This is an optimization exercise on Yosys and OpenROAD, whose aim is small area, not a production implementation. RTL that was checked went through simulation tests only; none was proved equivalent to the original. Function not checked in run 1: the RTL went through the layout flow alone. The clock port is modelled as an ideal driver; clocking choices that lean on that would not hold on a real chip. Power figures rest on the tool's default switching activity, not on a simulated workload.

**flow/abc_area.script**
```
strash
dch -f
amap
topo
```
**constraint.sdc**
```tcl
create_clock -name core_clock -period 10.0 [get_ports {clk}]
set_input_delay 2.0000 -clock core_clock [delete_from_list [all_inputs] [get_ports {clk}]]
set_output_delay 2.0000 -clock core_clock [all_outputs]
set_load 0.01 [all_outputs]
```
**flow/run.sh**
```bash
#!/bin/bash
# The standard layout (standard.sh), with these changes:
#  - synthesis maps the logic with an area-only ABC script (flow/abc_area.script);
#    everything else in synthesis, registers included, is the standard synthesis;
#  - port buffers are sky130_fd_sc_hd__buf_1 cells;
#  - clock tree synthesis without dummy loads, with small clock buffers.
set -euo pipefail
W=$PWD
rm -rf "$W/scripts_local"
cp -r "$FLOW_HOME/scripts" "$W/scripts_local"
cp "$W/flow/abc_area.script" "$W/scripts_local/abc_area.script"
printf 'set ::env(SCRIPTS_DIR) %s\nsource %s\n' "$W/scripts_local" "$W/synth_recipe.tcl" > "$W/my_synth.tcl"
sed "s#SYNTH_SCRIPT=[^ ]*#SYNTH_SCRIPT=$W/my_synth.tcl#" "$W/standard.sh" > "$W/my_standard.sh"
CTS="-sink_clustering_enable -repair_clock_nets -dont_use_dummy_load -sink_clustering_size 20 -buf_list {sky130_fd_sc_hd__clkbuf_4 sky130_fd_sc_hd__clkbuf_8}"
bash "$W/my_standard.sh" "BUFFER_PORTS_ARGS=-buffer_cell sky130_fd_sc_hd__buf_1" "CTS_ARGS=$CTS" finish > "$W/flow_make.log" 2>&1
```
**standard.sh**
```bash
#!/bin/bash
# synth_recipe.tcl (not shown) runs the flow's synth.tcl, then flattens the netlist and writes it again
# the make line also repeats each setting of config.mk as NAME=value (left out here)
make -C /OpenROAD-flow-scripts/flow DESIGN_CONFIG=/design/flow/config.mk WORK_HOME=/design/flow/orfs CLKGATE_MAP_FILE= SYNTH_SCRIPT=/design/flow/synth_recipe.tcl "${@:-finish}"
```
**config.mk**
```make
export PLATFORM = sky130hd
export DESIGN_NAME = zcs8_core
export DESIGN_NICKNAME = zcs8_core
export VERILOG_FILES = /design/flow/design.v
export SDC_FILE = /design/flow/constraint.sdc
export NUM_CORES = 4
export LEC_CHECK = 0
export ABC_AREA = 1
export CAP_MARGIN = 5
export CORE_MARGIN = 2
export CORE_UTILIZATION = 60
export SLEW_MARGIN = 5
```
**design.v**
```verilog
module zcs8_core (
    input  wire        clk,
    input  wire        rst,
    output wire        imem_req,
    output wire [15:0] imem_addr,
    input  wire        imem_ack,
    input  wire [7:0]  imem_rdata,
    input  wire        imem_err,
    output wire        dmem_req,
    output wire        dmem_we,
    output wire [15:0] dmem_addr,
    output wire [7:0]  dmem_wdata,
    input  wire        dmem_ack,
    input  wire [7:0]  dmem_rdata,
    input  wire        dmem_err,
    output wire        halted,
    output wire        faulted,
    output wire [1:0]  fault_code,
    output wire        fault_ram,
    output wire        fault_write,
    output wire [15:0] fault_info,
    output wire [7:0]  reg_a,
    output wire [7:0]  reg_b,
    output wire [7:0]  reg_c,
    output wire [7:0]  reg_d,
    output wire [7:0]  reg_e,
    output wire [7:0]  reg_h,
    output wire [7:0]  reg_l,
    output wire [7:0]  reg_t,
    output wire [15:0] reg_sp,
    output wire [15:0] reg_pc,
    output wire        flag_z,
    output wire        flag_s,
    output wire        flag_p,
    output wire        flag_cy
);
    localparam [3:0] S_CLR  = 4'd0,     
                     S_F    = 4'd1,     
                     S_FW   = 4'd2,     
                     S_IL   = 4'd3,     
                     S_IH   = 4'd4,     
                     S_E    = 4'd5,     
                     S_E2   = 4'd6,     
                     S_SL   = 4'd7,     
                     S_SH   = 4'd8,     
                     S_DQ   = 4'd9,     
                     S_DW   = 4'd10,    
                     S_HALT = 4'd11,
                     S_FP   = 4'd12,    
                     S_FD   = 4'd13,    
                     S_FM   = 4'd14;    
    reg  [3:0]  st;
    reg         imm;                    
    reg         tc;                     
    reg  [7:0]  r0, r1, r2, r3, r4, r5, r6;    
    reg  [7:0]  t;
    reg  [7:0]  spl, sph, pcl, pch;
    reg         fz, fs, fp, fcy;
    reg  [7:0]  ir;
    wire s_clr = (st == S_CLR);
    wire s_f   = (st == S_F);
    wire s_fw  = (st == S_FW);
    wire s_il  = (st == S_IL);
    wire s_ih  = (st == S_IH);
    wire s_e   = (st == S_E);
    wire s_e2  = (st == S_E2);
    wire s_sl  = (st == S_SL);
    wire s_sh  = (st == S_SH);
    wire s_dq  = (st == S_DQ);
    wire s_dw  = (st == S_DW);
    wire s_hlt = (st == S_HALT);
    wire s_fp  = (st == S_FP);
    wire s_fd  = (st == S_FD);
    wire s_fm  = (st == S_FM);
    wire [1:0] hi  = ir[7:6];
    wire [2:0] src = ir[5:3];
    wire [2:0] ctl = ir[2:0];
    wire c7 = (ctl == 3'd7);
    wire s7 = (src == 3'd7);
    wire is_ldi  = (hi == 2'd0) && (src == 3'd0) && !c7;
    wire is_push = (hi == 2'd0) && c7 && !s7;
    wire is_pop  = (hi == 2'd0) && s7 && !c7;
    wire is_lsp  = (ir == 8'h3F);
    wire is_lpc  = (ir == 8'h24);
    wire is_mov  = (hi == 2'd1) && !s7 && !c7;
    wire is_mem  = (hi == 2'd1) && (c7 ^ s7);           
    wire is_jmp  = (hi == 2'd3) && (ctl == 3'd4);
    wire is_hlt  = (ir == 8'hFF);
    wire is_alu  = hi[1] && !s7 && !is_jmp;
    wire is_not  = (ctl == 3'd7);
    wire to_acc  = !hi[0];
    wire stack   = (hi == 2'd0);                         
    reg jflag;
    always @(*) begin
        case (ir[5:4])
            2'd0: jflag = fz;
            2'd1: jflag = fs;
            2'd2: jflag = fp;
            default: jflag = fcy;
        endcase
    end
    wire taken  = is_lpc || (is_jmp && (jflag == ir[3]));
    wire copy16 = is_lsp || taken;                       
    wire alu_e   = s_e  && is_alu && !is_not;
    wire alu_e2  = s_e2 && is_alu;                       
    wire aluex   = alu_e || alu_e2;
    wire rd_src  = (s_e && (is_mov || is_alu)) || s_dq;
    wire rd_l    = s_e  && copy16;
    wire rd_h    = s_e2 && copy16;
    wire [2:0] rsel = rd_h ? 3'd5 : rd_l ? 3'd6 : src;
    wire rd_reg  = rd_src || rd_l || rd_h;
    wire rd_imem = s_fw && imm;
    wire rd_dmem = s_dw;
    wire [6:0] rs = {7{rd_reg}} & (7'd1 << rsel);
    wire [7:0] x = ({8{rs[0]}} & r0) | ({8{rs[1]}} & r1) | ({8{rs[2]}} & r2)
                 | ({8{rs[3]}} & r3) | ({8{rs[4]}} & r4) | ({8{rs[5]}} & r5)
                 | ({8{rs[6]}} & r6)
                 | ({8{s_il}} & pcl) | ({8{s_ih}} & pch)
                 | ({8{s_sl}} & spl) | ({8{s_sh}} & sph)
                 | ({8{rd_imem}} & imem_rdata)
                 | ({8{rd_dmem}} & dmem_rdata);
    wire [2:0] op = ctl;
    wire inv   = aluex && (op == 3'd2 || op == 3'd3 || op == 3'd7);
    wire dec   = (s_sl || s_sh) && is_push;
    wire m_and = aluex && (op == 3'd4);
    wire m_or  = aluex && (op == 3'd5);
    wire arith = !aluex || !op[2];
    wire cin   = aluex ? ((op == 3'd1) ? fcy : (op == 3'd2) ? 1'b1 : (op == 3'd3) ? !fcy : 1'b0)
                       : ((s_il || (s_sl && !is_push)) ? 1'b1 : (s_ih || s_sh || s_e2) ? tc : 1'b0);
    wire [7:0] p = x ^ {8{inv}};
    wire [7:0] q = ({8{aluex}} & r0) | {8{dec}};
    wire [8:0] c;
    wire [7:0] k;
    wire [7:0] res;
    assign c[0] = cin;
    genvar gi;
    generate
        for (gi = 0; gi < 8; gi = gi + 1) begin : g_alu
            assign k[gi]     = (arith & c[gi]) | (m_and & (p[gi] | q[gi])) | (m_or & p[gi] & q[gi]);
            assign res[gi]   = p[gi] ^ q[gi] ^ k[gi];
            assign c[gi + 1] = (p[gi] & q[gi]) | (p[gi] & c[gi]) | (q[gi] & c[gi]);
        end
    endgenerate
    wire sub    = (op == 3'd2) || (op == 3'd3);
    wire cy_new = !op[2] && (c[8] ^ sub);
    wire z_new  = (res == 8'd0) && !cy_new;
    wire ld_imem = s_fw && imm && imem_ack && !imem_err;
    wire ld_dmem = s_dw && dmem_ack && !dmem_err && !c7;
    wire wr_r    = (s_e && is_mov) || ld_imem || ld_dmem || (aluex && to_acc);
    wire [2:0] dsel = hi[1] ? 3'd0 : ctl;
    wire we_pcl = s_il || (s_e  && taken);
    wire we_pch = s_ih || (s_e2 && taken);
    wire we_spl = s_sl || (s_e  && is_lsp);
    wire we_sph = s_sh || (s_e2 && is_lsp);
    wire we_t   = s_e && (is_mov || is_alu);
    always @(posedge clk) begin
        tc <= c[8];
        if (s_clr || (wr_r && dsel == 3'd0)) r0 <= res;
        if (s_clr || (wr_r && dsel == 3'd1)) r1 <= res;
        if (s_clr || (wr_r && dsel == 3'd2)) r2 <= res;
        if (s_clr || (wr_r && dsel == 3'd3)) r3 <= res;
        if (s_clr || (wr_r && dsel == 3'd4)) r4 <= res;
        if (s_clr || (wr_r && dsel == 3'd5)) r5 <= res;
        if (s_clr || (wr_r && dsel == 3'd6)) r6 <= res;
        if (s_clr || we_pcl) pcl <= res;
        if (s_clr || we_pch) pch <= res;
        if (s_clr || we_spl) spl <= res;
        if (s_clr || we_sph) sph <= res;
        if (s_clr || we_t)   t   <= x;
        if (s_clr || aluex) begin
            fz  <= z_new  && !s_clr;
            fs  <= res[7];
            fp  <= !res[0] && !s_clr;
            fcy <= cy_new && !s_clr;
        end
        if (s_fw && !imm) ir <= imem_rdata;
    end
    always @(posedge clk) begin
        if (rst) begin
            st  <= S_CLR;
            imm <= 1'b0;
        end else begin
            case (st)
                S_CLR: st <= S_F;
                S_F:   st <= S_FW;
                S_FW:  if (imem_ack) st <= imem_err ? S_FP : S_IL;
                S_IL:  st <= S_IH;
                S_IH: begin
                    if (imm) begin
                        imm <= 1'b0;
                        st  <= S_F;
                    end else if (is_ldi) begin
                        imm <= 1'b1;
                        st  <= S_F;
                    end else begin
                        st <= S_E;
                    end
                end
                S_E: begin
                    if (is_hlt)                     st <= S_HALT;
                    else if (is_pop)                st <= S_SL;
                    else if (is_push || is_mem)     st <= S_DQ;
                    else if (copy16 || (is_alu && is_not)) st <= S_E2;
                    else if (is_mov || is_alu || is_jmp)   st <= S_F;
                    else                            st <= S_FD;
                end
                S_E2:  st <= S_F;
                S_SL:  st <= S_SH;
                S_SH:  st <= is_push ? S_F : S_DQ;
                S_DQ:  st <= S_DW;
                S_DW:  if (dmem_ack) st <= dmem_err ? S_FM : (is_push ? S_SL : S_F);
                default: ;
            endcase
        end
    end
    wire dph = s_dq || s_dw || s_fm;
    wire a_pc = !(dph || s_fd || s_hlt);
    wire a_sp = dph && stack;
    wire a_hl = dph && !stack;
    wire [15:0] addr = ({16{a_pc}} & {pch, pcl}) | ({16{a_sp}} & {sph, spl})
                     | ({16{a_hl}} & {r5, r6}) | ({16{s_fd}} & {8'h00, ir});
    assign imem_req   = s_f;
    assign imem_addr  = addr;
    assign dmem_req   = s_dq;
    assign dmem_we    = c7;
    assign dmem_addr  = addr;
    assign dmem_wdata = x;
    assign halted      = s_hlt;
    assign faulted     = s_fp || s_fd || s_fm;
    assign fault_code  = {s_fd, s_fp || s_fm};
    assign fault_ram   = s_fm;
    assign fault_write = s_fm && c7;
    assign fault_info  = addr;
    assign reg_a  = r0;
    assign reg_b  = r1;
    assign reg_c  = r2;
    assign reg_d  = r3;
    assign reg_e  = r4;
    assign reg_h  = r5;
    assign reg_l  = r6;
    assign reg_t  = t;
    assign reg_sp = {sph, spl};
    assign reg_pc = {pch, pcl};
    assign flag_z  = fz;
    assign flag_s  = fs;
    assign flag_p  = fp;
    assign flag_cy = fcy;
endmodule
```
==> results of run 1 <==
==> worst max path at each step <==
stage,from,endpoint
4_1_cts,ir[5],fz
3_3_place_gp,ir[1],fz
6_report,ir[4],fz
3_5_place_dp,ir[5],fz
2_1_floorplan,ir[5],fz
5_1_grt,ir[4],fz
==> placed cells by master (no fill, tap or decap), drive strengths merged, types with 7 or more instances in the layout <==
cell    instances
a222oi         14
clkbuf         17
nor3           14
nand2          38
edfxtp        108
nand3           9
nor2           82
ha             16
a22oi          15
o21ai          45
a21oi          27
o22ai          12
clkinv         77
a221oi          7
o221ai         13
buf           202
nor4            7
a31o            7
==> synth_stat cells (2+ instances only) <==
| cell type | n | share of area |
|---|---|---|
| a2111oi_0 | 2 | 0.0029 |
| a211oi_1 | 2 | 0.0025 |
| a21oi_1 | 27 | 0.023 |
| a221o_1 | 5 | 0.0084 |
| a221oi_1 | 7 | 0.010 |
| a222oi_1 | 14 | 0.024 |
| a22oi_1 | 15 | 0.019 |
| a31o_1 | 7 | 0.010 |
| a31oi_1 | 3 | 0.0032 |
| buf_4 | 33 | 0.042 |
| clkinv_1 | 77 | 0.049 |
| dfxtp_1 | 6 | 0.020 |
| edfxtp_1 | 108 | 0.54 |
| ha_1 | 16 | 0.034 |
| nand2_1 | 38 | 0.024 |
| nand3_1 | 9 | 0.0076 |
| nor2_1 | 82 | 0.052 |
| nor3_1 | 14 | 0.012 |
| nor4_1 | 7 | 0.0074 |
| o2111ai_1 | 6 | 0.0088 |
| o211ai_1 | 4 | 0.0050 |
| o21ai_0 | 45 | 0.038 |
| o221ai_1 | 13 | 0.019 |
| o22a_1 | 2 | 0.0029 |
| o22ai_1 | 12 | 0.013 |
| or2_0 | 2 | 0.0021 |
| or4_1 | 2 | 0.0025 |
==> state kept, by name (all words and copies together) (netlist names), 8 cells and up <==
register / flops
r3: 8
spl: 8
r0: 8
r4: 8
ir: 8
r6: 8
r1: 8
r2: 8
r5: 8
pch: 8
t: 8
pcl: 8
sph: 8
==> power by group <==
part / internal, mW / total [mW] / switching [mW]
combinational: 0.270 / 1.04 / 0.767
sequential: 0.872 / 1.02 / 0.152
clock: 0.149 / 0.307 / 0.159
total: 1.29 / 2.37 / 1.08
==> cells by family (layout without fill, tap and decap cells) <==
family / Yosys count / in the layout
adder cells (fa/ha/maj): 16 / 16
AO/OA/AOI/OAI: 171 / 171
buffers and inverters: 110 / 296
flip-flops: 114 / 114
AND/OR/NAND/NOR: 158 / 158
==> stage by stage <==
step / power (mW) / utilization / setup slack [ns] / std cells / hold slack (ns)
after floorplan: 1.643 / - / 3.833 / 569 / 0.5045
after global placement: 2.017 / 0.6910 / 2.773 / 871 / 0.5420
after detailed placement: 2.043 / 0.6910 / 2.492 / 871 / 0.5499
after CTS: 2.345 / 0.7151 / 2.469 / 888 / 0.5573
after global routing: 2.474 / 0.7151 / 1.486 / 888 / 0.5977
final: 2.368 / 0.7151 / 2.224 / 888 / 0.5489
==> worst max-delay path: cells and delay by family, from the launching register on <==
kind / cells / cell delay, ns
AOI/OAI and AO/OA: 21 / 3.84
buffers and inverters: 3 / 0.48
DFF: 1 / 0.48
and+or+nand+nor: 18 / 2.66
==> layer usage <==
metal	track usage	vias up	wire length, um
li1	-	2498	-
met1	0.5160	2639	7474
met2	0.5979	486	9791
met3	0.08055	73	2619
met4	0.1902	0	875
met5	0	-	0
==> layout make-up <==
class / instances / share of cell area
Sequential cell: 114 / 0.4856
Multi-Input combinational cell: 345 / 0.2967
Timing Repair Buffer: 202 / 0.1182
Inverter: 77 / 0.04173
Clock buffer: 17 / 0.03378
Tap cell: 133 / 0.02403
==> results.sh, run 1 <==
export IMPL_outcome="finished clean"
export IMPL_cts_sinks=114
export IMPL_cts_hold_buf=0
export IMPL_cts_buffer_depth=2
export IMPL_grt_pass1_wl_um=30710
export IMPL_wl_per_cell_um=23.38
export IMPL_fill_cells=716
export IMPL_ant_nets=0
export IMPL_ir_drop_v=0.0002373
export IMPL_netlist_area_mm2=0.005954
export IMPL_hold_path_class="flop to flop"
export IMPL_clockRootBuffer="clkbuf_8"
export IMPL_synth_edf_count=108
export IMPL_power_density_mw_per_mm2=341.9
export IMPL_synth_main_ff_cell="edfxtp_1"
export IMPL_cts_tree="yes"
export IMPL_track_usage=0.3838
export IMPL_r2r_start="ir[4]"
export IMPL_drc=0
export IMPL_post_cts_buffers=0
export IMPL_area_growth_pct=16.31
export IMPL_crit_top_cell="nor2_1"
export IMPL_critPathMaxStageDelay_ns=0.91
export IMPL_hold_depth=2
export IMPL_rsz0062_at_grt="false"
export IMPL_drive_gt1_frac=0.04371
export IMPL_numCtsBuffers=17
export IMPL_synth_compound_area_frac=0.1998
export IMPL_maxSlewViolCount=0
export IMPL_hold_end="st[0]"
export IMPL_ys_ff_latch=114
export IMPL_yosysSeqAreaShare=0.5648
export IMPL_syn_area_per_cell_um2=10.46
export IMPL_die_area_mm2=0.01074
export IMPL_portBuffers=186
export IMPL_nets=795
export IMPL_synth_top_family_by_area="compound AO/OA/AOI/OAI gates"
export IMPL_rows=36
export IMPL_place_hpwl_um=15480
export IMPL_yosysWarnings=1
export IMPL_grt_start_max_net_pins=17
export IMPL_syn_inst=569
export IMPL_reg2reg_depth=42
export IMPL_rrSetupSlack_ns=2.22
export IMPL_yosys_area_share_simple=0.1116
export IMPL_worstPathRequired_ns=10.12
export IMPL_num_vias=5696
export IMPL_period_needed_ns=7.776
export IMPL_critPathLaunchType="flop"
export IMPL_gp_congestion=1.028
export IMPL_synthArstFlopShare=0
export IMPL_synth_fp_nets=607
export IMPL_ioPinCount=187
export IMPL_start_util=0.6149
export IMPL_worstSetupPathType="flop to flop"
export IMPL_cap_violations=0
export IMPL_reg2reg_to="fz"
export IMPL_antenna_found_initial=0
export IMPL_yosys_area_share_adder=0.03362
export IMPL_hold_start="st[0]"
export IMPL_fin_setup_tns_ns=0
export IMPL_synthXorXnorAreaFrac=0
export IMPL_dpl_cell_area_mm2=0.006691
export IMPL_fp_dieH_um=103.6
export IMPL_multi_input_area_mm2=0.002054
export IMPL_worstSkewPairLatency_ns=0.43
export IMPL_routed_wl_um=20760
export IMPL_vias_per_cell=6.414
export IMPL_postLayoutCellArea_mm2=0.006925
export IMPL_maxSlewHeadroom=0.1418
export IMPL_hold_violations=0
export IMPL_fmax_ghz=0.1286
export IMPL_h_tree_depth=4
export IMPL_antennaDiodeCount=0
export IMPL_worst_slew_pin_slew_ns=1.287
export IMPL_first_iter_violations=888
export IMPL_die_w_um=103.6
export IMPL_finalCritPeriodShare=0.7776
export IMPL_cp_arrival_ns=7.90
export IMPL_path_max_fanout=13
export IMPL_clock_skew_ns=0.02759
export IMPL_grt_pass1_vias=5442
export IMPL_grt_ovfl_total=0
export IMPL_synthMuxAreaShare=0
export IMPL_clk_pin_slew_worst_paths_ns=0.06
export IMPL_final_seq_area_mm2=0.003363
export IMPL_post_cts_resized=0
export IMPL_slowest_stage="nor3_1"
export IMPL_end_kind="flop"
export IMPL_ys_types=38
export IMPL_core_mm2=0.009684
export IMPL_leakage_nw=2.353
export IMPL_finalSetupViolCount=0
export IMPL_drtPass1Iterations=5
==> inputs of run 2 (changes only) <==
--- a/design.v
+++ b/design.v
@@ -103,2 +103,8 @@
     wire copy16 = is_lsp || taken;                       
+    wire dph  = s_dq || s_dw || s_fm;
+    wire a_sp = (dph && stack) || s_sl || s_sh;
+    wire a_hl = (dph && !stack) || ((s_e || s_e2) && copy16);
+    wire a_pc = s_f || s_fw || s_il || s_ih || s_fp;
+    wire [15:0] addr = ({16{a_pc}} & {pch, pcl}) | ({16{a_sp}} & {sph, spl})
+                     | ({16{a_hl}} & {r5, r6}) | ({16{s_fd}} & {8'h00, ir});
     wire alu_e   = s_e  && is_alu && !is_not;
@@ -106,7 +112,6 @@
     wire aluex   = alu_e || alu_e2;
-    wire rd_src  = (s_e && (is_mov || is_alu)) || s_dq;
-    wire rd_l    = s_e  && copy16;
-    wire rd_h    = s_e2 && copy16;
-    wire [2:0] rsel = rd_h ? 3'd5 : rd_l ? 3'd6 : src;
-    wire rd_reg  = rd_src || rd_l || rd_h;
+    wire rd_reg  = (s_e && (is_mov || is_alu)) || s_dq;
+    wire [2:0] rsel = src;
+    wire rd_lo   = s_il || s_sl || (s_e  && copy16);     
+    wire rd_hi   = s_ih || s_sh || (s_e2 && copy16);     
     wire rd_imem = s_fw && imm;
@@ -117,4 +122,3 @@
                  | ({8{rs[6]}} & r6)
-                 | ({8{s_il}} & pcl) | ({8{s_ih}} & pch)
-                 | ({8{s_sl}} & spl) | ({8{s_sh}} & sph)
+                 | ({8{rd_lo}} & addr[7:0]) | ({8{rd_hi}} & addr[15:8])
                  | ({8{rd_imem}} & imem_rdata)
@@ -131,4 +135,5 @@
     wire [7:0] q = ({8{aluex}} & r0) | {8{dec}};
+    wire [7:0] t_ = p ^ q;                  
+    wire [7:0] g_ = p & q;                  
     wire [8:0] c;
-    wire [7:0] k;
     wire [7:0] res;
@@ -138,5 +143,4 @@
         for (gi = 0; gi < 8; gi = gi + 1) begin : g_alu
-            assign k[gi]     = (arith & c[gi]) | (m_and & (p[gi] | q[gi])) | (m_or & p[gi] & q[gi]);
-            assign res[gi]   = p[gi] ^ q[gi] ^ k[gi];
-            assign c[gi + 1] = (p[gi] & q[gi]) | (p[gi] & c[gi]) | (q[gi] & c[gi]);
+            assign c[gi + 1] = g_[gi] | (t_[gi] & c[gi]);
+            assign res[gi]   = ((t_[gi] & !m_and) ^ (c[gi] & arith)) | (g_[gi] & (m_and | m_or));
         end
@@ -215,8 +219,2 @@
     end
-    wire dph = s_dq || s_dw || s_fm;
-    wire a_pc = !(dph || s_fd || s_hlt);
-    wire a_sp = dph && stack;
-    wire a_hl = dph && !stack;
-    wire [15:0] addr = ({16{a_pc}} & {pch, pcl}) | ({16{a_sp}} & {sph, spl})
-                     | ({16{a_hl}} & {r5, r6}) | ({16{s_fd}} & {8'h00, ir});
     assign imem_req   = s_f;
==> flow/run.sh (replaced) <==
#!/bin/bash
# The standard layout (standard.sh), with these changes:
#  - synthesis maps the logic with an area-only ABC script (flow/abc_area.script)
#    and without the full-adder extraction step (ADDER_MAP_FILE empty);
#    everything else in synthesis, registers included, is the standard synthesis;
#  - port buffers are sky130_fd_sc_hd__buf_1 cells;
#  - clock tree synthesis without dummy loads, with clkbuf_4 clock buffers.
# Each tool's output is in orfs/logs/; make's own output is in flow_make.log.
set -euo pipefail
W=$PWD
rm -rf "$W/scripts_local"
cp -r "$FLOW_HOME/scripts" "$W/scripts_local"
cp "$W/flow/abc_area.script" "$W/scripts_local/abc_area.script"
printf 'set ::env(SCRIPTS_DIR) %s\nsource %s\n' "$W/scripts_local" "$W/synth_recipe.tcl" > "$W/my_synth.tcl"
sed "s#SYNTH_SCRIPT=[^ ]*#SYNTH_SCRIPT=$W/my_synth.tcl#" "$W/standard.sh" > "$W/my_standard.sh"
CTS="-sink_clustering_enable -repair_clock_nets -dont_use_dummy_load -buf_list sky130_fd_sc_hd__clkbuf_4"
bash "$W/my_standard.sh" "ADDER_MAP_FILE=" "BUFFER_PORTS_ARGS=-buffer_cell sky130_fd_sc_hd__buf_1" "CTS_ARGS=$CTS" finish > "$W/flow_make.log" 2>&1
==> flow/abc_area.script (replaced) <==
strash
dch -f
amap -F 10 -A 30
topo
--- a/config.mk
+++ b/config.mk
@@ -8,5 +8,5 @@
 export ABC_AREA = 1
-export CAP_MARGIN = 5
+export CAP_MARGIN = 20
 export CORE_MARGIN = 2
 export CORE_UTILIZATION = 60
-export SLEW_MARGIN = 5
+export SLEW_MARGIN = 20
==> run 2 against run 1 <==
Effect of this change: core utilization decreased by 0.85 points; critical path depth is 27 lower; sequential power barely moved; clock skew grew 0.018 ns; via count is 3.6% lower; global-route usage grew 1.5 points; clock power is 26% lower; register-to-register slack better by 1.6 ns; hold slack improved by 0.010 ns; worst setup slack improved by 1.5 ns; synthesized cell count decreased by 9.7%; critical path type is now flop to output pin; largest cell class unchanged.
==> results.sh, run 2 <==
export IMPL_worst_slew_pin_slew_ns=1.086
export IMPL_fp_dieH_um=100.4
export IMPL_leakage_nw=2.150
export IMPL_r2r_start="ir[1]"
export IMPL_die_w_um=100.4
export IMPL_nets=726
export IMPL_swShare=0.4713
export IMPL_yosysTopAreaCell="edfxtp_1"
export IMPL_yosysWarnings=1
export IMPL_gp_congestion=1.006
export IMPL_switching_power_mw=1.057
export IMPL_post_cts_buffers=0
export IMPL_hold_depth=2
export IMPL_ir_drop_v=0.0002002
export IMPL_antenna_found_initial=0
export IMPL_cts_sinks=114
export IMPL_grt_pass1_wl_um=28810
export IMPL_maxSlewViolCount=0
export IMPL_drtPass1Iterations=7
export IMPL_vias_per_cell=6.756
export IMPL_clock_skew_ns=0.04533
export IMPL_cts_buffer_depth=2
export IMPL_syn_area_per_cell_um2=10.84
export IMPL_syn_inst=514
export IMPL_post_cts_resized=0
export IMPL_layout_commonest_cell="buf_1"
export IMPL_critPathMaxStageDelay_ns=0.50
export IMPL_post_synth_top_count_cell="edfxtp_1"
export IMPL_area_growth_pct=15.47
export IMPL_fin_setup_tns_ns=0
export IMPL_rsz0062_at_grt="false"
export IMPL_ioPinCount=187
export IMPL_cts_hold_buf=0
export IMPL_worstPathRequired_ns=8.00
export IMPL_reg2reg_to="fz"
export IMPL_routed_wl_um=20230
export IMPL_grt_pass1_vias=4894
export IMPL_core_mm2=0.009109
export IMPL_finalSetupViolCount=0
export IMPL_crit_top_cell="clkinv_1"
export IMPL_synthArstFlopShare=0
export IMPL_drc=0
export IMPL_yosysSeqAreaShare=0.6034
export IMPL_critPathLaunchType="flop"
export IMPL_period_needed_ns=6.258
export IMPL_slowest_stage="o221ai_1"
export IMPL_hold_path_class="flop to flop"
export IMPL_ys_ff_latch=114
export IMPL_rrSetupSlack_ns=3.84
export IMPL_fmax_ghz=0.1598
export IMPL_portBuffers=186
export IMPL_finalCritPeriodShare=0.6258
export IMPL_hold_end="st[1]"
export IMPL_final_cell_mix="buf_1, edfxtp_1, nor2_1, nand2_1, clkinv_1"
export IMPL_p_clk_frac=0.101
export IMPL_start_util=0.6120
export IMPL_hold_start="st[1]"
export IMPL_maxSlewHeadroom=0.2711
export IMPL_ys_types=36
export IMPL_yosys_area_top_type_share=0.5818
export IMPL_grt_ovfl_total=0
export IMPL_worstSetupPathType="flop to output pin"
export IMPL_outcome="finished clean"
export IMPL_synthTopCellsByCount="edfxtp_1, nor2_1, nand2_1, clkinv_1, o21ai_0"
export IMPL_grt_start_max_net_pins=17
export IMPL_ant_nets=0
export IMPL_power_density_mw_per_mm2=348.5
export IMPL_clk_pin_slew_worst_paths_ns=0.09
export IMPL_cts_tree="yes"
export IMPL_antennaDiodeCount=0
export IMPL_place_hpwl_um=14760
export IMPL_total_power_mw=2.243
export IMPL_netlist_area_mm2=0.005574
export IMPL_end_kind="output pin"
export IMPL_cap_violations=0
export IMPL_seq_power_share=0.459
export IMPL_cp_arrival_ns=4.26
export IMPL_synth_edf_count=108
export IMPL_wl_per_cell_um=24.89
export IMPL_die_area_mm2=0.01008
export IMPL_path_max_fanout=16
export IMPL_path_cells="clkinv_1 -> nor3_1 -> clkinv_1 -> nor2_1 -> clkinv_1 -> o32a_1 -> nand2_1 -> o21ai_0 -> o21ai_1 -> buf_4 -> a222oi_1 -> o21ai_0 -> clkinv_1 -> o221ai_1 -> buf_1"
export IMPL_rows=35
export IMPL_drive_gt1_frac=0.05271
export IMPL_hold_violations=0
export IMPL_reg2reg_depth=29
export IMPL_track_usage=0.3984
export IMPL_numCtsBuffers=17
export IMPL_clockRootBuffer="clkbuf_4"
export IMPL_num_vias=5493
export IMPL_synth_fp_nets=536
export IMPL_synth_top_cells_by_area="edfxtp_1, a222oi_1, nor2_1"
export IMPL_h_tree_depth=4
export IMPL_worstSkewPairLatency_ns=0.52
export IMPL_synth_main_ff_cell="edfxtp_1"
export IMPL_comb_power_share=0.440
export IMPL_first_iter_violations=820
export IMPL_power_internal_mw=1.186
[run 2: power groups by stage]
stage	Combinational (mW)	Clock (mW)	Sequential [mW]
floorplan	0.522	0	1.06
global placement	0.952	0	1.02
detailed placement	0.959	0	1.03
CTS	0.963	0.223	1.02
global route	1.05	0.244	1.04
finish	0.986	0.227	1.03
[run 2: through the flow]
| stage | hold WS (ns) | std cells | instance area, um2 | setup slack, ns | util |
|---|---|---|---|---|---|
| floorplan | 0.4959 | 514 | 5574 | 4.342 | - |
| global placement | 0.5273 | 795 | 6291 | 4.081 | 0.6907 |
| detailed placement | 0.5464 | 795 | 6291 | 4.154 | 0.6907 |
| CTS | 0.5560 | 812 | 6419 | 3.877 | 0.7047 |
| global route | 0.5904 | 813 | 6436 | 3.415 | 0.7066 |
| finish | 0.5593 | 813 | 6436 | 3.742 | 0.7066 |
[run 2: routing by layer]
metal  vias to the layer above  part of all wire  global-route usage
li1                       2337                 -                   -
met5                         -                 0                   0
met1                      2501              0.34              0.5106
met3                       103              0.15              0.1344
met4                         0             0.051              0.1749
met2                       552              0.45              0.6211
[run 2: kinds of logic (layout without fill, tap and decap cells)]
kind of cell | count (synthesis) | count (layout) | synth area share
DFF | 114 | 114 | 0.6034
AOI/OAI and AO/OA | 145 | 145 | 0.1883
buffers and inverters | 84 | 272 | 0.07879
and+or+nand+nor | 171 | 171 | 0.1295
[run 2: worst max path at each step]
stage / start / to / slack, ns / cells after the start
final: ir[2] / dmem_wdata[5] / 3.74 / 15
after global routing: ir[2] / fz / 3.42 / 30
after CTS: ir[2] / dmem_wdata[4] / 3.88 / 14
after detailed placement: ir[1] / fz / 4.15 / 29
after global placement: ir[1] / fz / 4.08 / 29
after floorplan: ir[1] / fz / 4.34 / 25
[run 2: area by class of cell]
type                    count  area, um2
flip-flops and latches    114       3363
fillers                   703       2673
multi-input cells         316       1784
repair buffers            204      830.8
inverters                  51      191.4
well taps                 111      138.9
clock buffers              17      127.6
[run 2: worst max-delay path, delay by kind of cell, from the launching register on]
family	cells	cell delay (ns)
AOI/OAI and AO/OA	6	1.33
buffers and inverters	6	1.30
DFF	1	0.46
and+or+nand+nor	3	0.64
==> inputs of run 3 (changes only) <==
--- a/flow/run.sh
+++ b/flow/run.sh
@@ -6,3 +6,5 @@
 #  - port buffers are sky130_fd_sc_hd__buf_1 cells;
-#  - clock tree synthesis without dummy loads, with clkbuf_4 clock buffers.
+#  - clock tree synthesis without dummy loads, with clkbuf_4 clock buffers,
+#    then flow/post_cts.tcl upsizes the clock buffers whose sinks see the
+#    slowest clock edges to clkbuf_8.
 # Each tool's output is in orfs/logs/; make's own output is in flow_make.log.
@@ -16,2 +18,2 @@
 CTS="-sink_clustering_enable -repair_clock_nets -dont_use_dummy_load -buf_list sky130_fd_sc_hd__clkbuf_4"
-bash "$W/my_standard.sh" "ADDER_MAP_FILE=" "BUFFER_PORTS_ARGS=-buffer_cell sky130_fd_sc_hd__buf_1" "CTS_ARGS=$CTS" finish > "$W/flow_make.log" 2>&1
+bash "$W/my_standard.sh" "ADDER_MAP_FILE=" "BUFFER_PORTS_ARGS=-buffer_cell sky130_fd_sc_hd__buf_1" "CTS_ARGS=$CTS" "POST_CTS_TCL=$W/flow/post_cts.tcl" finish > "$W/flow_make.log" 2>&1
==> flow/post_cts.tcl (new file) <==
estimate_parasitics -placement
set upsized 0
foreach inst [get_cells clkbuf_*] {
  if {[get_property [get_property $inst liberty_cell] name] ne "sky130_fd_sc_hd__clkbuf_4"} { continue }
  set out [get_pins -of_objects $inst -filter "direction == output"]
  set worst 0
  foreach p [get_pins -of_objects [get_nets -of_objects $out] -filter "direction == input"] {
    set s [get_property $p slew_max]
    if {$s > $worst} { set worst $s }
  }
  if {$worst > 0.075} {
    replace_cell $inst sky130_fd_sc_hd__clkbuf_8
    incr upsized
  }
}
puts "post_cts: upsized $upsized clock buffers"
detailed_placement
check_placement -verbose
estimate_parasitics -placement
==> run 3 against run 2 <==
Effect of this change: hold slack improved by 0.0028 ns; die area is the same; largest power group unchanged; combinational power hardly changed; global-route usage increased by 0.24 points; clock power increased by 22%; total power is 2.2% higher; maximum frequency grew 1.8%; critical path depth up 14; register-to-register slack about the same; area after synthesis did not move.
==> results.sh, run 3 <==
export IMPL_syn_area_per_cell_um2=10.84
export IMPL_antennaDiodeCount=0
export IMPL_switching_power_mw=1.063
export IMPL_finalSetupViolCount=0
export IMPL_antenna_found_initial=0
export IMPL_routed_wl_um=20300
export IMPL_netlist_area_mm2=0.005574
export IMPL_ioPinCount=187
export IMPL_path_max_fanout=13
export IMPL_final_cell_mix="buf_1, edfxtp_1, nor2_1, nand2_1, clkinv_1"
export IMPL_power_density_mw_per_mm2=352.8
export IMPL_outcome="finished clean"
export IMPL_crit_buf_inv=3
export IMPL_maxSlewHeadroom=0.2038
export IMPL_synthTopCellsByCount="edfxtp_1, nor2_1, nand2_1, clkinv_1, o21ai_0"
export IMPL_hold_violations=0
export IMPL_clk_pin_slew_worst_paths_ns=0.08
export IMPL_yosysSeqAreaShare=0.6034
export IMPL_clock_skew_ns=0.02602
export IMPL_grt_start_max_net_pins=17
export IMPL_synthArstFlopShare=0
export IMPL_drc=0
export IMPL_gp_congestion=1.006
export IMPL_seq_power_share=0.450
export IMPL_period_needed_ns=6.146
export IMPL_layout_commonest_cell="buf_1"
export IMPL_grt_pass1_wl_um=28850
export IMPL_worstSkewPairLatency_ns=0.42
export IMPL_vias_per_cell=6.761
export IMPL_fp_dieH_um=100.4
export IMPL_yosys_area_top_type_share=0.5818
export IMPL_grt_ovfl_total=0
export IMPL_ant_nets=0
export IMPL_synth_top_cells_by_area="edfxtp_1, a222oi_1, nor2_1"
export IMPL_portBuffers=186
export IMPL_worst_slew_pin_slew_ns=1.186
export IMPL_postLayoutCellArea_mm2=0.006500
export IMPL_final_seq_area_mm2=0.003363
export IMPL_slowest_stage="nor2_1"
export IMPL_finalCritPeriodShare=0.6146
export IMPL_track_usage=0.4008
export IMPL_rsz0062_at_grt="false"
export IMPL_comb_power_share=0.430
export IMPL_cp_arrival_ns=6.43
export IMPL_ys_ff_latch=114
export IMPL_hold_path_class="flop to flop"
export IMPL_num_vias=5490
export IMPL_swShare=0.4637
export IMPL_fin_setup_tns_ns=0
export IMPL_yosysTopAreaCell="edfxtp_1"
export IMPL_die_w_um=100.4
export IMPL_p_clk_frac=0.120
export IMPL_place_hpwl_um=14760
export IMPL_ir_drop_v=0.0002116
export IMPL_worstSetupPathType="flop to flop"
export IMPL_synth_edf_count=108
export IMPL_leakage_nw=2.173
export IMPL_fill_cells=691
export IMPL_core_mm2=0.009109
export IMPL_wl_per_cell_um=25.00
export IMPL_dpl_cell_area_mm2=0.006291
export IMPL_multi_input_area_mm2=0.001790
export IMPL_die_area_mm2=0.01008
export IMPL_path_delay_family="simple AND/OR/NAND/NOR gates"
export IMPL_worstPathRequired_ns=10.28
export IMPL_synth_main_ff_cell="edfxtp_1"
export IMPL_start_util=0.6120
export IMPL_critPathLaunchType="flop"
export IMPL_ys_types=36
export IMPL_cts_sinks=114
export IMPL_critPathMaxStageDelay_ns=0.63
export IMPL_area_growth_pct=16.61
export IMPL_grt_pass1_vias=4903
export IMPL_drtPass1Iterations=6
export IMPL_maxSlewViolCount=0
export IMPL_fmax_ghz=0.1627
export IMPL_first_iter_violations=1005
export IMPL_syn_inst=514
export IMPL_nets=725
export IMPL_synth_fp_nets=536
export IMPL_yosysWarnings=1
export IMPL_rows=35
export IMPL_drive_gt1_frac=0.05278
export IMPL_power_internal_mw=1.230
export IMPL_cap_violations=0
export IMPL_crit_top_cell="nor2_1"
export IMPL_end_kind="flop"
export IMPL_cts_tree="yes"
export IMPL_post_synth_top_count_cell="edfxtp_1"
run 3: cell counts after synthesis:
No cell type changed its count.
run 3: path summary, 6_finish.rpt:
| kind | start | endpoint | slack (ns) | cells past startpoint |
|---|---|---|---|---|
| worst min register to register | st[1] | st[1] | 0.56 | 2 |
| worst max register to register | ir[1] | fz | 3.85 | 29 |
| worst max-delay path | ir[1] | fz | 3.85 | 29 |
| worst min-delay path | st[1] | st[1] | 0.56 | 2 |
run 3: cell families (layout without fill, tap and decap cells):
| group | count (synthesis) | after routing | share of synthesized area |
|---|---|---|---|
| flip-flops | 114 | 114 | 0.6034 |
| AND/OR/NAND/NOR | 171 | 171 | 0.1295 |
| AO/OA/AOI/OAI | 145 | 145 | 0.1883 |
| buffers and inverters | 84 | 271 | 0.07879 |
run 3: cell type report:
class                      count  area share
inverter                      51     0.02945
sequential                   114      0.5174
clock buffer                  17     0.02926
timing repair buffer         203      0.1270
multi-input combinational    316      0.2755
tap                          111     0.02137
run 3: worst min-delay path, delay by kind of cell, from the launching register on:
family             cells  cell delay [ns]
AOI/OAI and AO/OA      1             0.05
DFF                    1             0.35
and+or+nand+nor        1             0.12
run 3: through the flow:
| step | setup slack [ns] | hold WS (ns) | instances | utilization | power (mW) |
|---|---|---|---|---|---|
| detailed placement | 4.154 | 0.5464 | 795 | 0.6907 | 1.986 |
| global route | 3.449 | 0.5903 | 812 | 0.7136 | 2.383 |
| finish | 3.854 | 0.5621 | 812 | 0.7136 | 2.293 |
| floorplan | 4.342 | 0.4959 | 514 | - | 1.584 |
| global placement | 4.081 | 0.5273 | 795 | 0.6907 | 1.972 |
run 3: power by group through the flow:
stage | Combinational (mW) | Clock, mW | Sequential [mW]
floorplan | 0.522 | 0 | 1.06
global placement | 0.952 | 0 | 1.02
detailed placement | 0.959 | 0 | 1.03
global route | 1.05 | 0.295 | 1.04
finish | 0.986 | 0.276 | 1.03
run 3: layer usage:
layer | wire [um] | GRT usage
met1 | 6793 | 0.5182
met2 | 9389 | 0.6190
met3 | 3220 | 0.1330
met4 | 899 | 0.1812
met5 | 0 | 0
==> inputs of run 4 (changes only) <==
--- a/flow/run.sh
+++ b/flow/run.sh
@@ -4,3 +4,5 @@
 #    and without the full-adder extraction step (ADDER_MAP_FILE empty);
-#    everything else in synthesis, registers included, is the standard synthesis;
+#    everything else in synthesis, registers included, is the standard synthesis,
+#    except that pass-through wires get no buffer (SYNTH_INSBUF=0): the port
+#    buffers are added in placement as usual;
 #  - port buffers are sky130_fd_sc_hd__buf_1 cells;
@@ -18,2 +20,2 @@
 CTS="-sink_clustering_enable -repair_clock_nets -dont_use_dummy_load -buf_list sky130_fd_sc_hd__clkbuf_4"
-bash "$W/my_standard.sh" "ADDER_MAP_FILE=" "BUFFER_PORTS_ARGS=-buffer_cell sky130_fd_sc_hd__buf_1" "CTS_ARGS=$CTS" "POST_CTS_TCL=$W/flow/post_cts.tcl" finish > "$W/flow_make.log" 2>&1
+bash "$W/my_standard.sh" "ADDER_MAP_FILE=" "SYNTH_INSBUF=0" "BUFFER_PORTS_ARGS=-buffer_cell sky130_fd_sc_hd__buf_1" "CTS_ARGS=$CTS" "POST_CTS_TCL=$W/flow/post_cts.tcl" finish > "$W/flow_make.log" 2>&1
--- a/config.mk
+++ b/config.mk
@@ -11,2 +11,3 @@
 export CORE_UTILIZATION = 60
+export GPL_TIMING_DRIVEN = 0
 export SLEW_MARGIN = 20
==> run 4 against run 3 <==
Effect of this change: worst setup slack worse by 0.70 ns; clock skew increased by 0.0037 ns; wire length is 4.9% lower; non-clock buffer count is 11 lower.
==> results.sh, run 4 <==
export IMPL_num_vias=5423
export IMPL_grtUsageMet1=0.5115
export IMPL_finalSetupViolCount=0
export IMPL_synth_main_ff_cell="edfxtp_1"
export IMPL_hold_worst_slack_ns=0.5439
export IMPL_leakage_nw=2.129
export IMPL_drive_gt1_frac=0.04928
export IMPL_gp_congestion=0.9135
export IMPL_drc=0
export IMPL_grt_util_met3=0.1145
export IMPL_maxSlewHeadroom=0.1590
export IMPL_place_ws_ns=3.297
export IMPL_core_mm2=0.008678
export IMPL_slowest_stage="o221ai_1"
export IMPL_critPathLaunchType="flop"
export IMPL_outcome="finished clean"
export IMPL_ant_nets=0
export IMPL_yosysSeqAreaShare=0.6314
export IMPL_path_delay_family="compound AO/OA/AOI/OAI gates"
export IMPL_end_kind="flop"
export IMPL_worstSetupPathType="flop to flop"
export IMPL_synth_fp_nets=503
export IMPL_critPathMaxStageDelay_ns=0.88
export IMPL_post_synth_top_count_cell="edfxtp_1"
export IMPL_vias_per_cell=6.796
export IMPL_path_max_fanout=13
export IMPL_fill_cells=637
export IMPL_die_area_mm2=0.009647
export IMPL_fin_setup_tns_ns=0
export IMPL_track_usage=0.3952
export IMPL_synthTopCellsByCount="edfxtp_1, nor2_1, nand2_1, clkinv_1, o21ai_0"
export IMPL_ioPinCount=187
export IMPL_area_growth_pct=21.38
export IMPL_ys_ff_latch=114
export IMPL_rows=34
export IMPL_fp_dieH_um=98.22
export IMPL_grt_pass1_vias=5052
export IMPL_crit_top_cell="nor2_1"
export IMPL_yosys_area_top_type_share=0.6089
export IMPL_maxSlewViolCount=0
export IMPL_nets=714
export IMPL_power_density_mw_per_mm2=351.1
export IMPL_first_iter_violations=844
export IMPL_ir_drop_v=0.0002369
export IMPL_yosysWarnings=1
export IMPL_worstSkewPairLatency_ns=0.43
export IMPL_syn_inst=481
export IMPL_start_util=0.6138
export IMPL_utilization=0.7450
export IMPL_place_hpwl_um=14400
export IMPL_crit_buf_inv=2
export IMPL_fmax_ghz=0.1460
export IMPL_cap_violations=0
export IMPL_cts_tree="yes"
export IMPL_netlist_area_mm2=0.005326
export IMPL_rrSetupSlack_ns=3.15
export IMPL_ys_types=35
export IMPL_hold_path_class="flop to flop"
export IMPL_clock_skew_ns=0.02972
export IMPL_worstPathRequired_ns=10.15
export IMPL_layout_commonest_cell="buf_1"
export IMPL_grt_start_max_net_pins=17
export IMPL_grt_busiest_layer="met2"
export IMPL_grt_pass1_wl_um=28060
export IMPL_rsz0062_at_grt="false"
export IMPL_finalCritPeriodShare=0.6850
export IMPL_hold_violations=0
export IMPL_cp_arrival_ns=7.00
export IMPL_antenna_found_initial=0
export IMPL_die_w_um=98.22
export IMPL_cts_sinks=114
export IMPL_routed_wl_um=19320
export IMPL_syn_area_per_cell_um2=11.07
export IMPL_clk_pin_slew_worst_paths_ns=0.08
export IMPL_worst_slew_pin_slew_ns=1.261
export IMPL_synth_edf_count=108
export IMPL_portBuffers=186
export IMPL_grt_ovfl_total=0
export IMPL_worst_slack_ns=3.150
export IMPL_yosysTopAreaCell="edfxtp_1"
export IMPL_wl_per_cell_um=24.20
export IMPL_final_cell_mix="buf_1, edfxtp_1, nor2_1, nand2_1, clkinv_1"
export IMPL_antennaDiodeCount=0
export IMPL_synthArstFlopShare=0
export IMPL_total_power_mw=2.270
export IMPL_drtPass1Iterations=9
export IMPL_grtUsageMet2=0.6096
export IMPL_period_needed_ns=6.850
export IMPL_synth_top_cells_by_area="edfxtp_1, a222oi_1, nor2_1"
run 4: changes by cell type in the layout (fill, tap and decap cells not counted), moves of 2 or more:
cell,delta
buf_4,-16
o21ai_0,-5
buf_6,+3
o21ai_1,+3
o221ai_1,-3
o221ai_2,+3
o21ai_2,+2
run 4: tightest hold or removal path: stages, from the launching register on:
cell	delay (ns)
dfxtp_1	0.34
nor2_1	0.11
a311oi_1	0.05
run 4: path summary, 6_finish.rpt:
kind	from	endpoint	cells past startpoint
setup / recovery	ir[2]	fz	28
setup reg to reg	ir[2]	fz	28
hold / removal	st[1]	st[1]	2
hold reg to reg	st[1]	st[1]	2
run 4: kinds of logic after synthesis:
| kind of cell | share of synthesized area |
|---|---|
| compound gates | 0.1971 |
| simple gates | 0.1355 |
| buf+inv | 0.03594 |
| flops | 0.6314 |
run 4: layout make-up:
type                    count  area (um2)  share of cell area
flip-flops and latches    114        3363              0.5202
multi-input cells         316        1833              0.2835
repair buffers            192       752.0              0.1163
inverters                  51       191.4             0.02961
clock buffers              17       190.2             0.02942
well taps                 108       135.1             0.02090
run 4: where the power goes:
part | switching [mW] | internal (mW)
registers | 0.159 | 0.857
clock network | 0.159 | 0.121
logic | 0.731 | 0.243
run 4: through the flow:
step	cells	area [um2]
after floorplan	481	5326
after global placement	775	6160
after detailed placement	780	6243
after global routing	798	6465
final	798	6465
run 4: layer usage:
| metal | vias to the layer above | wire (um) |
|---|---|---|
| li1 | 2316 | - |
| met1 | 2508 | 6323 |
| met2 | 495 | 8818 |
| met3 | 104 | 2998 |
| met4 | 0 | 1175 |
| met5 | - | 0 |
==> inputs of run 5 (changes only) <==
--- a/flow/post_cts.tcl
+++ b/flow/post_cts.tcl
@@ -10,3 +10,3 @@
   }
-  if {$worst > 0.075} {
+  if {$worst > 0.085} {
     replace_cell $inst sky130_fd_sc_hd__clkbuf_8
--- a/config.mk
+++ b/config.mk
@@ -10,3 +10,3 @@
 export CORE_MARGIN = 2
-export CORE_UTILIZATION = 60
+export CORE_UTILIZATION = 50
 export GPL_TIMING_DRIVEN = 0
==> run 5 against run 4 <==
Effect of this change: still clean on timing, DRC and antenna; clock power fell by 8.6%; wire length rose by 3.8%; flip-flop and latch count did not move.
==> results.sh, run 5 <==
export IMPL_outcome="finished clean"
export IMPL_end_kind="flop"
export IMPL_hold_end="st[1]"
export IMPL_ant_nets=0
export IMPL_vias_per_cell=6.498
export IMPL_grt_pass1_vias=4990
export IMPL_yosysSeqAreaShare=0.6314
export IMPL_postLayoutCellArea_mm2=0.006479
export IMPL_clock_skew_ns=0.03228
export IMPL_place_hpwl_um=15000
export IMPL_hold_start="st[1]"
export IMPL_rrSetupSlack_ns=3.21
export IMPL_netlist_area_mm2=0.005326
export IMPL_gp_congestion=0.9196
export IMPL_hold_worst_slack_ns=0.5421
export IMPL_final_seq_area_mm2=0.003363
export IMPL_routed_wl_um=20060
export IMPL_grt_pass1_wl_um=28950
export IMPL_cp_arrival_ns=6.95
export IMPL_final_cell_mix="buf_1, edfxtp_1, nor2_1, nand2_1, clkinv_1"
export IMPL_rsz0062_at_grt="false"
export IMPL_drc=0
export IMPL_start_util=0.5159
export IMPL_multi_input_area_mm2=0.001827
export IMPL_leakage_nw=2.122
export IMPL_fin_setup_tns_ns=0
export IMPL_nets=715
export IMPL_synthTopCellsByCount="edfxtp_1, nor2_1, nand2_1, clkinv_1, o21ai_0"
export IMPL_antenna_found_initial=0
export IMPL_utilization=0.6276
export IMPL_hold_path_class="flop to flop"
export IMPL_worstPathRequired_ns=10.16
export IMPL_yosysWarnings=1
export IMPL_finalCritPeriodShare=0.6790
export IMPL_synth_edf_count=108
export IMPL_synth_fp_nets=503
export IMPL_ys_types=35
export IMPL_yosys_area_top_type_share=0.6089
export IMPL_critPathLaunch="ir[1]"
export IMPL_total_power_mw=2.247
export IMPL_core_mm2=0.01032
export IMPL_wl_per_cell_um=24.25
export IMPL_clk_pin_slew_worst_paths_ns=0.07
export IMPL_grt_start_max_net_pins=17
export IMPL_drive_gt1_frac=0.04920
export IMPL_ioPinCount=187
export IMPL_period_needed_ns=6.790
export IMPL_grt_ovfl_total=0
export IMPL_layout_commonest_cell="buf_1"
export IMPL_die_w_um=107.2
export IMPL_post_synth_top_count_cell="edfxtp_1"
export IMPL_syn_area_per_cell_um2=11.07
export IMPL_syn_inst=481
export IMPL_r2r_start="ir[1]"
export IMPL_area_growth_pct=21.63
export IMPL_synth_main_ff_cell="edfxtp_1"
export IMPL_maxSlewHeadroom=0.1755
export IMPL_num_vias=5374
export IMPL_place_ws_ns=3.229
export IMPL_reg2reg_depth=26
export IMPL_final_cells=827
export IMPL_portBuffers=186
export IMPL_yosysTopAreaCell="edfxtp_1"
export IMPL_die_area_mm2=0.01149
export IMPL_place_inst=810
export IMPL_cap_violations=0
export IMPL_ir_drop_v=0.0002207
export IMPL_first_iter_violations=895
export IMPL_rows=37
export IMPL_antennaDiodeCount=0
export IMPL_hold_violations=0
export IMPL_worst_slack_ns=3.210
export IMPL_drtPass1Iterations=9
export IMPL_worst_slew_pin_slew_ns=1.237
export IMPL_worstSetupPathType="flop to flop"
export IMPL_synthArstFlopShare=0
export IMPL_worstSkewPairLatency_ns=0.43
export IMPL_track_usage=0.3532
export IMPL_fmax_ghz=0.1473
export IMPL_hold_depth=2
export IMPL_dpl_cell_area_mm2=0.006309
export IMPL_reg2reg_to="fz"
export IMPL_cts_sinks=114
export IMPL_finalSetupViolCount=0
export IMPL_maxSlewViolCount=0
export IMPL_cts_tree="yes"
export IMPL_power_density_mw_per_mm2=346.8
export IMPL_critPathLaunchType="flop"
export IMPL_path_max_fanout=13
export IMPL_fill_cells=871
export IMPL_fp_dieH_um=107.2
export IMPL_ys_ff_latch=114
export IMPL_synth_top_cells_by_area="edfxtp_1, a222oi_1, nor2_1"
run 5: cell types whose count changed in the layout (fill, tap and decap cells not counted):
cell | before | now
buf_2 | 1 | 0
buf_4 | 1 | 4
clkbuf_4 | 8 | 11
clkbuf_8 | 10 | 6
o22ai_1 | 3 | 4
o22ai_2 | 2 | 1
run 5: layout make-up:
cell class / instances / area share
Sequential cell: 114 / 0.5191
Multi-Input combinational cell: 316 / 0.2820
Inverter: 51 / 0.02955
Clock buffer: 17 / 0.02549
Tap cell: 136 / 0.02626
Timing Repair Buffer: 193 / 0.1176
run 5: report_power, final:
| group | internal [mW] | leakage, nW | switching, mW |
|---|---|---|---|
| clock network | 0.104 | 0.0937 | 0.151 |
| logic | 0.248 | 0.865 | 0.726 |
| registers | 0.856 | 1.16 | 0.161 |
| total | 1.21 | 2.12 | 1.04 |
run 5: critical path, stage by stage (launching register included):
cell      delay, ns
edfxtp_1       0.51
clkinv_1       0.35
nor3_2         0.66
nor4_1         0.17
nor2_1         0.20
nor2_1         0.06
nor2_1         0.35
or3_1          0.20
nor2_1         0.16
a222oi_1       0.43
and3_1         0.21
o221ai_1       0.24
o21ai_0        0.32
nor2_1         0.10
o21ai_0        0.25
nand2_1        0.08
o21ai_0        0.11
a21o_1         0.18
a21o_1         0.14
a21o_1         0.14
a21oi_1        0.08
o21ai_0        0.25
nor2_1         0.08
o221ai_1       0.97
nor4_1         0.12
nand3_1        0.13
nor2_1         0.04
run 5: how the worst max path moves through the flow:
stage	slack [ns]	endpoint
after global routing	2.71	fz
final	3.21	fz
after detailed placement	3.23	fz
after global placement	2.12	fz
after floorplan	4.15	fz
run 5: routing by layer:
layer | GRT usage | share of wire | vias up
li1 | - | - | 2321
met1 | 0.4462 | 0.35 | 2543
met2 | 0.5420 | 0.47 | 439
met3 | 0.1191 | 0.13 | 71
met4 | 0.1781 | 0.050 | 0
met5 | 0 | 0 | -
run 5: kinds of logic after synthesis:
kind of cell / synth area share
AO/OA/AOI/OAI: 0.1971
buffers and inverters: 0.03594
flip-flops: 0.6314
AND/OR/NAND/NOR: 0.1355
==> inputs of run 6 (changes only) <==
--- a/config.mk
+++ b/config.mk
@@ -8,3 +8,3 @@
 export ABC_AREA = 1
-export CAP_MARGIN = 20
+export CAP_MARGIN = 10
 export CORE_MARGIN = 2
@@ -12,2 +12,2 @@
 export GPL_TIMING_DRIVEN = 0
-export SLEW_MARGIN = 20
+export SLEW_MARGIN = 10
==> run 6 against run 5 <==
Effect of this change: flip-flop and latch count did not move; synthesized cell count did not move; critical path depth did not move; first-iteration DRC count is 1.0% higher; combinational power decreased by 1%; design area decreased by 0.39%; area after synthesis unchanged; core utilization down 0.24 points; sequential share of layout area up 0.20 points; register-to-register slack got worse by 0.47 ns; non-clock buffer count decreased by 3; worst setup slack lost 0.47 ns; still clean.
==> results.sh, run 6 <==
export IMPL_finalCritPeriodShare=0.7261
export IMPL_worstPathRequired_ns=10.15
export IMPL_worstSkewPairLatency_ns=0.44
export IMPL_worstSetupPathType="flop to flop"
export IMPL_hold_start="st[1]"
export IMPL_routed_wl_um=20120
export IMPL_antenna_found_initial=0
export IMPL_grt_pass1_wl_um=28800
export IMPL_fin_setup_tns_ns=0
export IMPL_cts_tree="yes"
export IMPL_power_density_mw_per_mm2=347.6
export IMPL_cp_arrival_ns=7.41
export IMPL_die_w_um=107.2
export IMPL_area_growth_pct=21.17
export IMPL_clock_skew_ns=0.03168
export IMPL_path_max_fanout=13
export IMPL_synthArstFlopShare=0
export IMPL_num_vias=5373
export IMPL_rows=37
export IMPL_seq_power_share=0.455
export IMPL_hold_depth=2
export IMPL_syn_area_per_cell_um2=11.07
export IMPL_first_iter_violations=904
export IMPL_layout_commonest_cell="buf_1"
export IMPL_vias_per_cell=6.521
export IMPL_worst_slew_pin_slew_ns=1.402
export IMPL_multi_input_area_mm2=0.001822
export IMPL_wl_per_cell_um=24.42
export IMPL_core_mm2=0.01032
export IMPL_drc=0
export IMPL_outcome="finished clean"
export IMPL_reg2reg_depth=26
export IMPL_fill_cells=888
export IMPL_grt_start_max_net_pins=17
export IMPL_ir_drop_v=0.0001997
export IMPL_leakage_nw=2.108
export IMPL_gp_congestion=0.9196
export IMPL_nets=712
export IMPL_final_seq_area_mm2=0.003363
export IMPL_post_synth_top_count_cell="edfxtp_1"
export IMPL_yosysWarnings=1
export IMPL_power_internal_mw=1.201
export IMPL_maxSlewViolCount=0
export IMPL_antennaDiodeCount=0
export IMPL_fp_dieH_um=107.2
export IMPL_synth_edf_count=108
export IMPL_utilization=0.6251
export IMPL_place_hpwl_um=14900
export IMPL_grt_pass1_vias=4910
export IMPL_synth_top_cells_by_area="edfxtp_1, a222oi_1, nor2_1"
export IMPL_maxSlewHeadroom=0.06519
export IMPL_r2r_start="ir[1]"
export IMPL_hold_path_class="flop to flop"
export IMPL_synth_fp_nets=503
export IMPL_p_clk_frac=0.116
export IMPL_drive_gt1_frac=0.04360
export IMPL_ys_types=35
export IMPL_place_inst=807
export IMPL_final_cells=824
export IMPL_yosys_area_top_type_share=0.6089
export IMPL_track_usage=0.3511
export IMPL_finalSetupViolCount=0
export IMPL_final_cell_mix="buf_1, edfxtp_1, nor2_1, nand2_1, clkinv_1"
export IMPL_synth_main_ff_cell="edfxtp_1"
export IMPL_hold_violations=0
export IMPL_switching_power_mw=1.042
export IMPL_clk_pin_slew_worst_paths_ns=0.07
export IMPL_reg2reg_to="fz"
export IMPL_ioPinCount=187
export IMPL_comb_power_share=0.429
export IMPL_fmax_ghz=0.1377
export IMPL_yosysSeqAreaShare=0.6314
export IMPL_synthTopCellsByCount="edfxtp_1, nor2_1, nand2_1, clkinv_1, o21ai_0"
export IMPL_cap_violations=0
export IMPL_start_util=0.5159
export IMPL_die_area_mm2=0.01149
export IMPL_total_power_mw=2.243
export IMPL_netlist_area_mm2=0.005326
export IMPL_swShare=0.4646
export IMPL_rsz0062_at_grt="false"
export IMPL_hold_end="st[1]"
export IMPL_syn_inst=481
export IMPL_critPathLaunchType="flop"
export IMPL_yosysTopAreaCell="edfxtp_1"
export IMPL_drtPass1Iterations=9
export IMPL_rrSetupSlack_ns=2.74
export IMPL_period_needed_ns=7.261
export IMPL_ys_ff_latch=114
export IMPL_grt_ovfl_total=0
export IMPL_end_kind="flop"
export IMPL_cts_sinks=114
export IMPL_portBuffers=186
export IMPL_ant_nets=0
==> run 6: power by group through the flow <==
stage	logic (mW)	registers, mW	clock network (mW)
global placement	0.920	1.01	0
global route	1.03	1.03	0.276
floorplan	0.425	1.06	0
detailed placement	0.946	1.02	0
finish	0.963	1.02	0.260
==> run 6: final cells by class <==
class | instances | share of cell area
Timing Repair Buffer | 190 | 0.1140
Multi-Input combinational cell | 316 | 0.2823
Clock buffer | 17 | 0.02656
Tap cell | 136 | 0.02637
Inverter | 51 | 0.02966
Sequential cell | 114 | 0.5211
==> run 6: per-stage QoR <==
step	setup WS [ns]	hold WS, ns	cell area, um2
global route	2.319	0.5677	6454
global placement	2.122	0.5230	6195
detailed placement	3.181	0.5386	6259
finish	2.739	0.5578	6454
floorplan	4.154	0.4959	5326
==> run 6: cell families (layout without fill, tap and decap cells) <==
family,count (synthesis),count (layout),synth area share
simple gates,171,171,0.1355
compound gates,145,145,0.1971
flops,114,114,0.6314
buf+inv,51,258,0.03594
==> run 6: worst max path at each step <==
stage	from	end	slack, ns
floorplan	ir[1]	fz	4.15
global route	ir[1]	fz	2.32
finish	ir[1]	fz	2.74
global placement	st[2]	fz	2.12
detailed placement	ir[1]	fz	3.18
==> run 6: critical path, stage by stage, from the launching register on <==
cell,delay [ns]
edfxtp_1,0.50
clkinv_1,0.32
nor3_1,0.98
nor4_1,0.19
nor2_1,0.23
nor2_1,0.06
nor2_1,0.37
or3_1,0.20
nor2_1,0.16
a222oi_1,0.42
and3_1,0.21
o221ai_1,0.26
o21ai_0,0.33
nor2_1,0.10
o21ai_0,0.25
nand2_1,0.09
o21ai_0,0.13
a21o_1,0.20
a21o_1,0.15
a21o_1,0.15
a21oi_1,0.08
o21ai_0,0.23
nor2_1,0.08
o221ai_1,1.00
nor4_1,0.12
nand3_1,0.13
nor2_1,0.04
==> run 6: layer usage <==
layer / routed length [um] / track usage / vias to the layer above
met4: 995 / 0.1660 / 0
li1: - / - / 2300
met2: 9375 / 0.5443 / 483
met1: 7055 / 0.4564 / 2513
met5: 0 / 0 / -
met3: 2693 / 0.09970 / 77
==> inputs of run 7 (changes only) <==
--- a/config.mk
+++ b/config.mk
@@ -10,3 +10,3 @@
 export CORE_MARGIN = 2
-export CORE_UTILIZATION = 50
+export CORE_UTILIZATION = 60
 export GPL_TIMING_DRIVEN = 0
==> run 7 against run 6 <==
Effect of this change: sequential share of layout area up 0.46 points; wire length decreased by 3.5%; maximum frequency down 0.12%; critical path depth shrank 1; core utilization increased by 11 points; worst setup slack got worse by 0.0090 ns; still clean on timing, DRC and antenna; combinational power down 0.5%; total power is 0.30% lower; area after synthesis stayed put; global-route usage up 4.5 points; clock power barely moved; sequential power hardly changed.
==> results.sh, run 7 <==
export IMPL_end_kind="flop"
export IMPL_first_iter_violations=870
export IMPL_die_area_mm2=0.009647
export IMPL_slowest_stage="nor3_1"
export IMPL_hold_end="st[1]"
export IMPL_synthTopCellsByCount="edfxtp_1, nor2_1, nand2_1, clkinv_1, o21ai_0"
export IMPL_maxSlewHeadroom=0.05786
export IMPL_cap_violations=0
export IMPL_gp_congestion=0.9135
export IMPL_fp_dieH_um=98.22
export IMPL_hold_violations=0
export IMPL_layout_commonest_cell="buf_1"
export IMPL_seq_power_share=0.456
export IMPL_r2r_start="ir[1]"
export IMPL_fill_cells=627
export IMPL_synth_compound_area_frac=0.1971
export IMPL_crit_buf_inv=2
export IMPL_synth_top_cells_by_area="edfxtp_1, a222oi_1, nor2_1"
export IMPL_track_usage=0.3959
export IMPL_grt_ovfl_total=0
export IMPL_maxSlewViolCount=0
export IMPL_hold_start="st[1]"
export IMPL_p_clk_frac=0.116
export IMPL_place_hpwl_um=14210
export IMPL_reg2reg_depth=25
export IMPL_yosys_area_top_type_share=0.6089
export IMPL_outcome="finished clean"
export IMPL_synth_edf_count=108
export IMPL_antenna_found_initial=0
export IMPL_yosys_area_share_adder=0
export IMPL_cp_arrival_ns=7.54
export IMPL_wl_per_cell_um=24.42
export IMPL_synthMuxAreaShare=0
export IMPL_grt_start_max_net_pins=17
export IMPL_reg2reg_to="fz"
export IMPL_drive_gt1_frac=0.04076
export IMPL_leakage_nw=2.099
export IMPL_post_synth_top_count_cell="edfxtp_1"
export IMPL_nets=711
export IMPL_power_density_mw_per_mm2=349.6
export IMPL_yosys_area_share_simple=0.1355
export IMPL_path_delay_family="compound AO/OA/AOI/OAI gates"
export IMPL_hold_worst_slack_ns=0.5525
export IMPL_fmax_ghz=0.1376
export IMPL_synth_fp_nets=503
export IMPL_core_mm2=0.008678
export IMPL_start_util=0.6138
export IMPL_ys_types=35
export IMPL_total_power_mw=2.237
export IMPL_synth_top_family_by_area="compound AO/OA/AOI/OAI gates"
export IMPL_syn_inst=481
export IMPL_worstSetupPathType="flop to flop"
export IMPL_synthXorXnorAreaFrac=0
export IMPL_worstSkewPairLatency_ns=0.41
export IMPL_path_max_fanout=16
export IMPL_cts_tree="yes"
export IMPL_worstPathRequired_ns=10.27
export IMPL_hold_path_class="flop to flop"
export IMPL_clock_skew_ns=0.02278
export IMPL_grt_pass1_wl_um=27970
export IMPL_die_w_um=98.22
export IMPL_utilization=0.7372
export IMPL_power_internal_mw=1.199
export IMPL_drc=0
export IMPL_yosysWarnings=1
export IMPL_rows=34
export IMPL_rrSetupSlack_ns=2.73
export IMPL_grt_pass1_vias=5035
export IMPL_fin_setup_tns_ns=0
export IMPL_rsz0062_at_grt="false"
export IMPL_num_vias=5387
run 7: cell counts after synthesis:
Identical to the previous run, type by type.
run 7: cells by family (layout without fill, tap and decap cells):
| kind of cell | count (synthesis) | count (layout) |
|---|---|---|
| compound gates | 145 | 145 |
| flops | 114 | 114 |
| simple gates | 171 | 171 |
| buf+inv | 51 | 257 |
run 7: power by group through the flow:
| stage | sequential, mW | combinational (mW) | clock (mW) |
|---|---|---|---|
| 2_1_floorplan | 1.06 | 0.425 | 0 |
| 3_3_place_gp | 1.01 | 0.905 | 0 |
| 3_5_place_dp | 1.01 | 0.932 | 0 |
| 5_1_grt | 1.03 | 1.02 | 0.277 |
| 6_report | 1.02 | 0.958 | 0.259 |
run 7: through the flow:
stage                     worst slack [ns]  instances  instance area (um2)
after global placement               2.274        775                 6160
after detailed placement             3.125        778                 6202
after global routing                 2.285        795                 6397
final                                2.730        795                 6397
after floorplan                      4.154        481                 5326
run 7: worst max path at each step:
stage          endpoint  cells after the start  slack (ns)  start
2_1_floorplan        fz                     25        4.15  ir[1]
3_3_place_gp         fz                     24        2.27  st[2]
3_5_place_dp         fz                     26        3.12  ir[1]
5_1_grt              fz                     25        2.28  ir[1]
6_report             fz                     25        2.73  ir[1]
run 7: worst register-to-register path: stages, from the launching register on:
cell,delay [ns]
edfxtp_1,0.51
clkinv_1,0.31
nor3_1,1.04
nand3_1,0.31
nand2_1,0.25
o21ai_0,0.14
o21ai_2,0.38
a222oi_1,0.21
o21ai_0,0.37
clkinv_1,0.17
o221ai_1,0.47
o21ai_0,0.19
nor2_1,0.19
o21ai_0,0.15
nand2_1,0.09
o21ai_0,0.12
a21o_1,0.22
a21o_1,0.19
a21o_1,0.18
a21oi_1,0.16
o21ai_0,0.16
nor2_1,0.14
o221ai_1,0.52
nor4_1,0.44
nand3_1,0.11
nor2_1,0.11
run 7: per-layer routing:
layer | GRT usage | part of all wire | up-vias
met5 | 0 | 0 | -
met4 | 0.1970 | 0.054 | 0
met3 | 0.1188 | 0.15 | 90
met2 | 0.6275 | 0.46 | 516
met1 | 0.5002 | 0.34 | 2471
li1 | - | - | 2310
run 7: layout make-up:
type | instances | area, um2 | share of cell area
Sequential cell | 114 | 3363 | 0.5257
Multi-Input combinational cell | 316 | 1815 | 0.2838
Timing Repair Buffer | 189 | 720.7 | 0.1127
Inverter | 51 | 191.4 | 0.02992
Clock buffer | 17 | 171.4 | 0.02679
Tap cell | 108 | 135.1 | 0.02112

## separate check: timing with driven ports
The flow's constraints put no driver on any port. The routed layouts listed below were extracted and timed again, unchanged, in two steps.
Step 1: set_driving_cell puts a clkbuf_16 on clk and a buf_2 on each other input, an assumption about the parent block.
Step 2 times the ports against the registers' clock, not the clock port: input delays grow and output delays shrink by t, the midpoint of the rising clock arrivals with the driver on.
a / b / c = no drivers / after step 1 / after step 2; a / b = the first two.
run	t, ns	setup WS [ns]
run 1	0.457	2.224 / 2.224 / 2.224
run 2	0.534	3.742 / 3.708 / 3.842
run 3	0.444	3.854 / 3.854 / 3.854
run 4	0.443	3.150 / 3.150 / 3.150
run 5	0.455	3.210 / 3.210 / 3.210
run 6	0.460	2.739 / 2.739 / 2.739
run 7	0.439	2.730 / 2.730 / 2.730
After both steps setup and hold are still met in every run listed.
